This design comes from an exercise in tuning for a short achievable clock period and few clock cycles per item on the open sky130 flow, not from production work. The RTL was checked by simulation tests, not by an equivalence proof against the original design.

==> flow/design.v <==
module rlc_decoder (
    input  wire        clk,
    input  wire        rst,           
    input  wire        arm,
    input  wire [5:0]  cfg_dw,        
    input  wire [4:0]  cfg_c,         
    input  wire [15:0] cfg_limit,     
    input  wire [6:0]  cfg_ratio,     
    output wire        idle,
    input  wire        rx_valid,
    input  wire [7:0]  rx_data,
    output wire        rx_ready,
    output wire        out_valid,
    input  wire        out_ready,
    output wire [31:0] out_data,
    output wire        out_pre,
    output wire        done,
    output wire        done_err,
    output wire [31:0] total_samples,
    output wire [31:0] delay_value
);
    localparam DEPTH = 8;
    localparam AW    = 3;
    reg         idle_q;
    reg         done_q;
    reg         err_q;
    reg         rx_ready_q;
    reg         rx_active_q;      
    reg  [5:0]  dw_q;
    reg  [4:0]  c_q;
    reg  [15:0] lim_q;
    reg  [6:0]  ratio_q;
    wire take = arm & idle_q;
    wire cfg_ok = (cfg_dw != 6'd0) && (cfg_dw <= 6'd32) && (cfg_c <= 5'd16) &&
                  (cfg_limit != 16'd0) && (cfg_ratio <= 7'd100);
    wire [6:0]  cfg_sum    = {1'b0, cfg_dw} + {2'b00, cfg_c};
    reg         rb1_q;        
    reg         rb2_q;        
    reg  [15:0] cmask_q;      
    integer j;
    always @(posedge clk) begin
        if (take) begin
            rb1_q <= (cfg_sum <= 7'd8);
            rb2_q <= (cfg_sum > 7'd8) && (cfg_sum <= 7'd16);
            for (j = 0; j < 16; j = j + 1)
                cmask_q[j] <= (j < cfg_c);
        end
    end
    wire [6:0]  sum_w      = {1'b0, dw_q} + {2'b00, c_q} + 7'd7;
    wire [2:0]  rb         = sum_w[5:3];                  
    wire [6:0]  dsum_w     = {1'b0, dw_q} + 7'd7;
    wire [2:0]  db         = dsum_w[5:3];                 
    wire [6:0]  rtop       = {1'b0, rb, 3'b000} - {2'b00, c_q};
    wire [6:0]  dtop       = {1'b0, db, 3'b000};
    reg  [5:0]  rl_sh_q;      
    reg  [6:0]  rtop_q, dtop_q;
    reg  [6:0]  ptop_q;       
    reg  [31:0] pmask_q;
    always @(posedge clk) begin
        rl_sh_q <= 6'd1 << (rb - 3'd2);
        rtop_q  <= rtop;
        dtop_q  <= dtop;
        ptop_q  <= (rtop_q < dtop_q) ? rtop_q : dtop_q;
        for (j = 0; j < 32; j = j + 1)
            pmask_q[j] <= (j < ptop_q);
    end
    reg  [17:0] pp0_q, pp1_q, pp2_q;    
    reg  [15:0] pp3_q;                  
    reg  [7:0]  rat_q;                  
    reg  [19:0] q0_q;
    reg  [18:0] q1_q;
    reg  [7:0]  rat2_q;
    wire [23:0] dinit = {4'd0, q0_q} + {1'b0, q1_q, 4'd0} - {16'd0, rat2_q};
    reg         mv1_q, mv2_q, mv3_q, m_valid_q;
    always @(posedge clk) begin
        pp0_q   <= lim_q * ratio_q[1:0];
        pp1_q   <= lim_q * ratio_q[3:2];
        pp2_q   <= lim_q * ratio_q[5:4];
        pp3_q   <= ratio_q[6] ? lim_q : 16'd0;
        rat_q   <= {1'b0, ratio_q} + 8'd100;
        q0_q    <= {2'b00, pp0_q} + {pp1_q, 2'b00};
        q1_q    <= {1'b0, pp2_q} + {1'b0, pp3_q, 2'b00};
        rat2_q  <= rat_q;
    end
    reg  [5:0]  lane_q;       
    reg         lastb_q;      
    reg         lasts_q;      
    reg  [15:0] scnt_q;       
    reg  [47:0] w_q;
    wire lastb  = lastb_q;
    wire accept = rx_valid & rx_ready_q;
    wire compl  = accept & lastb;
    reg         cmpl_q;       
    reg         cmpl_last_q;  
    wire [47:0] w_sh    = w_q >> c_q;
    wire [31:0] x_data  = w_sh[31:0];            
    wire [15:0] x_code  = w_q[15:0] & cmask_q;
    wire        x_zero  = (x_code == 16'd0);
    reg  [31:0] f_data [0:DEPTH-1];
    reg  [15:0] f_code [0:DEPTH-1];
    reg         f_zero [0:DEPTH-1];
    reg         f_last [0:DEPTH-1];
    reg  [AW-1:0] wptr_q, rptr_q;
    reg  [AW:0]   cnt_q;
    wire        f_ne   = (cnt_q != 0);
    wire        h_v    = f_ne | cmpl_q;
    wire [31:0] h_data = f_ne ? f_data[rptr_q] : x_data;
    wire [15:0] h_code = f_ne ? f_code[rptr_q] : x_code;
    wire        h_zero = f_ne ? f_zero[rptr_q] : x_zero;
    wire        h_last = f_ne ? f_last[rptr_q] : cmpl_last_q;
    wire [AW+1:0] pend = {1'b0, cnt_q} + {{AW+1{1'b0}}, cmpl_q} +
                         {{AW+1{1'b0}}, (rx_ready_q & lastb)};
    wire room = (pend <= DEPTH - 1);
    reg         ov_q;
    reg  [31:0] od_q;
    reg         opre_q;
    reg  [15:0] rem_q;
    reg         olast_q;      
    reg         olsamp_q;     
    reg  [23:0] d_q;          
    reg         ld_q;
    reg  [15:0] lcode_q;
    reg         lpre_q;
    reg  [31:0] total_q, delay_q;
    wire pre_next = ~d_q[23];
    wire fire     = ov_q & out_ready;
    wire load     = ~ov_q | (out_ready & olast_q);
    wire ld       = load & h_v & m_valid_q;
    wire pop      = ld;         
    wire push     = cmpl_q;
    assign idle          = idle_q;
    assign rx_ready      = rx_ready_q;
    assign out_valid     = ov_q;
    assign out_data      = od_q;
    assign out_pre       = opre_q;
    assign done          = done_q;
    assign done_err      = err_q;
    assign total_samples = total_q;
    assign delay_value   = delay_q;
    always @(posedge clk) begin
        if (push) begin
            f_data[wptr_q] <= x_data;
            f_code[wptr_q] <= x_code;
            f_zero[wptr_q] <= x_zero;
            f_last[wptr_q] <= cmpl_last_q;
        end
    end
    always @(posedge clk) begin
        if (take) begin
            dw_q    <= cfg_dw;
            c_q     <= cfg_c;
            lim_q   <= cfg_limit;
            ratio_q <= cfg_ratio;
        end
        if (accept) begin
            if (lane_q[0]) w_q[7:0]   <= rx_data;
            if (lane_q[1]) w_q[15:8]  <= rx_data;
            if (lane_q[2]) w_q[23:16] <= rx_data;
            if (lane_q[3]) w_q[31:24] <= rx_data;
            if (lane_q[4]) w_q[39:32] <= rx_data;
            if (lane_q[5]) w_q[47:40] <= rx_data;
        end
        if (ld) begin
            od_q     <= h_data & pmask_q;
            opre_q   <= pre_next;
            lcode_q  <= h_code;
        end
        lpre_q <= pre_next;
        if (ld) begin
            rem_q    <= h_code;
            olast_q  <= h_zero;
            olsamp_q <= h_last;
        end else if (fire) begin
            rem_q    <= rem_q - 16'd1;
            olast_q  <= (rem_q == 16'd1);
        end
    end
    always @(posedge clk) begin
        if (rst) begin
            idle_q      <= 1'b1;
            done_q      <= 1'b0;
            err_q       <= 1'b0;
            rx_ready_q  <= 1'b0;
            rx_active_q <= 1'b0;
            lane_q      <= 6'd1;
            lastb_q     <= 1'b0;
            lasts_q     <= 1'b0;
            scnt_q      <= 16'd0;
            cmpl_q      <= 1'b0;
            cmpl_last_q <= 1'b0;
            wptr_q      <= {AW{1'b0}};
            rptr_q      <= {AW{1'b0}};
            cnt_q       <= {(AW+1){1'b0}};
            ov_q        <= 1'b0;
            mv1_q       <= 1'b0;
            mv2_q       <= 1'b0;
            mv3_q       <= 1'b0;
            m_valid_q   <= 1'b0;
            ld_q        <= 1'b0;
            total_q     <= 32'd0;
            delay_q     <= 32'd0;
        end else begin
            mv1_q     <= take & cfg_ok;
            mv2_q     <= mv1_q;
            mv3_q     <= mv2_q;
            m_valid_q <= take ? 1'b0 : (m_valid_q | mv3_q);
            if (take) begin
                idle_q      <= 1'b0;
                err_q       <= ~cfg_ok;
                done_q      <= ~cfg_ok;
                rx_ready_q  <= cfg_ok;
                rx_active_q <= cfg_ok;
                lane_q      <= 6'd1;
                lastb_q     <= (cfg_sum <= 7'd8);
                lasts_q     <= (cfg_limit == 16'd1);
                scnt_q      <= cfg_limit;
                total_q     <= 32'd0;
                delay_q     <= 32'd0;
            end else begin
                if (accept) begin
                    if (lastb) begin
                        lane_q  <= 6'd1;
                        lastb_q <= rb1_q;
                        scnt_q  <= scnt_q - 16'd1;
                        lasts_q <= (scnt_q == 16'd2);
                    end else begin
                        lane_q  <= {lane_q[4:0], 1'b0};
                        lastb_q <= lane_q[0] ? rb2_q : |(lane_q[5:1] & rl_sh_q[5:1]);
                    end
                end
                if (accept & lastb & lasts_q)
                    rx_active_q <= 1'b0;
                rx_ready_q <= rx_active_q & ~(accept & lastb & lasts_q) & room;
                if (mv3_q)
                    d_q <= dinit;
                else if (ld)
                    d_q <= d_q - 24'd100;
                if (ld)
                    ov_q <= 1'b1;
                else if (fire & olast_q)
                    ov_q <= 1'b0;
                done_q <= fire & olast_q & olsamp_q;
                if (done_q)
                    idle_q <= 1'b1;
                if (ld_q) begin
                    total_q <= total_q + {16'd0, lcode_q} + 32'd1;
                    if (lpre_q)
                        delay_q <= delay_q + {16'd0, lcode_q} + 32'd1;
                end
            end
            ld_q        <= ld;
            cmpl_q      <= compl;
            cmpl_last_q <= compl & lasts_q;
            if (push)
                wptr_q <= wptr_q + 1'b1;
            if (pop)
                rptr_q <= rptr_q + 1'b1;
            cnt_q <= cnt_q + {{AW{1'b0}}, push} - {{AW{1'b0}}, pop};
        end
    end
endmodule
make LEC_CHECK=0 ABC_CLOCK_PERIOD_IN_PS=2500 CAP_MARGIN=20 CORE_MARGIN=2 CORE_UTILIZATION=40 SETUP_SLACK_MARGIN=5 SLEW_MARGIN=20 finish   # period 8.0 ns
run.sh (not shown) runs the stock make flow with config.mk's settings and CLKGATE_MAP_FILE= SYNTH_SCRIPT=/design/flow/synth_recipe.tcl, a recipe that flattens the netlist after the stock synthesis.
Testbench counts at the start, summed over its fixed seeds: cycles 33,214, items 24,455.
Edit:
==> flow/flow/run.sh (new file) <==
#!/bin/bash
set -euo pipefail
bash standard.sh SETUP_SLACK_MARGIN=5.6 finish > orfs_make.log 2>&1
==> flow/standard.sh (new file) <==
#!/bin/bash
# synth_recipe.tcl (not shown) runs the flow's synth.tcl, then flattens the netlist and writes it again
# the make line also repeats each setting of config.mk as NAME=value (left out here)
make -C /OpenROAD-flow-scripts/flow DESIGN_CONFIG=/design/flow/config.mk WORK_HOME=/design/flow/orfs CLKGATE_MAP_FILE= SYNTH_SCRIPT=/design/flow/synth_recipe.tcl "${@:-finish}"
removed: flow/run.sh
After rerunning: The changed run produced a clean layout. Clock skew rose by 0.019 ns. Final cell count climbs by 6.8%. Die area is unchanged. Utilization rose by 6.0 points.

afterwards: timing with drivers on the ports:
Ports are ideal in the flow. The routed layouts listed here were re-timed in OpenROAD. Step 1 assumes that a clkbuf_16 drives the clock port and a buf_2 every other input. Step 2, shift: input delay + t, output delay - t, t = (earliest + latest rising clock arrival at the registers) / 2. This alone moves slack from input paths to output paths. Three values: ideal, step 1, step 2; two values: the first two.
run	t, ns	slack for setup (ns)	hold slack, ns	clock arrival spread, ns	cell pins on the clock port's net
the first run	0.730	5.005 / 4.962 / 4.343	0.318 / 0.318 / 0.318	0.040 / 0.040	1
the second run	0.742	5.038 / 5.026 / 4.506	0.316 / 0.316 / 0.316	0.068 / 0.069	1
After both steps every run listed still meets setup and hold. The setup slack of the first run, which loses most, moves by -0.043 ns with the drivers and by -0.662 ns with both steps.
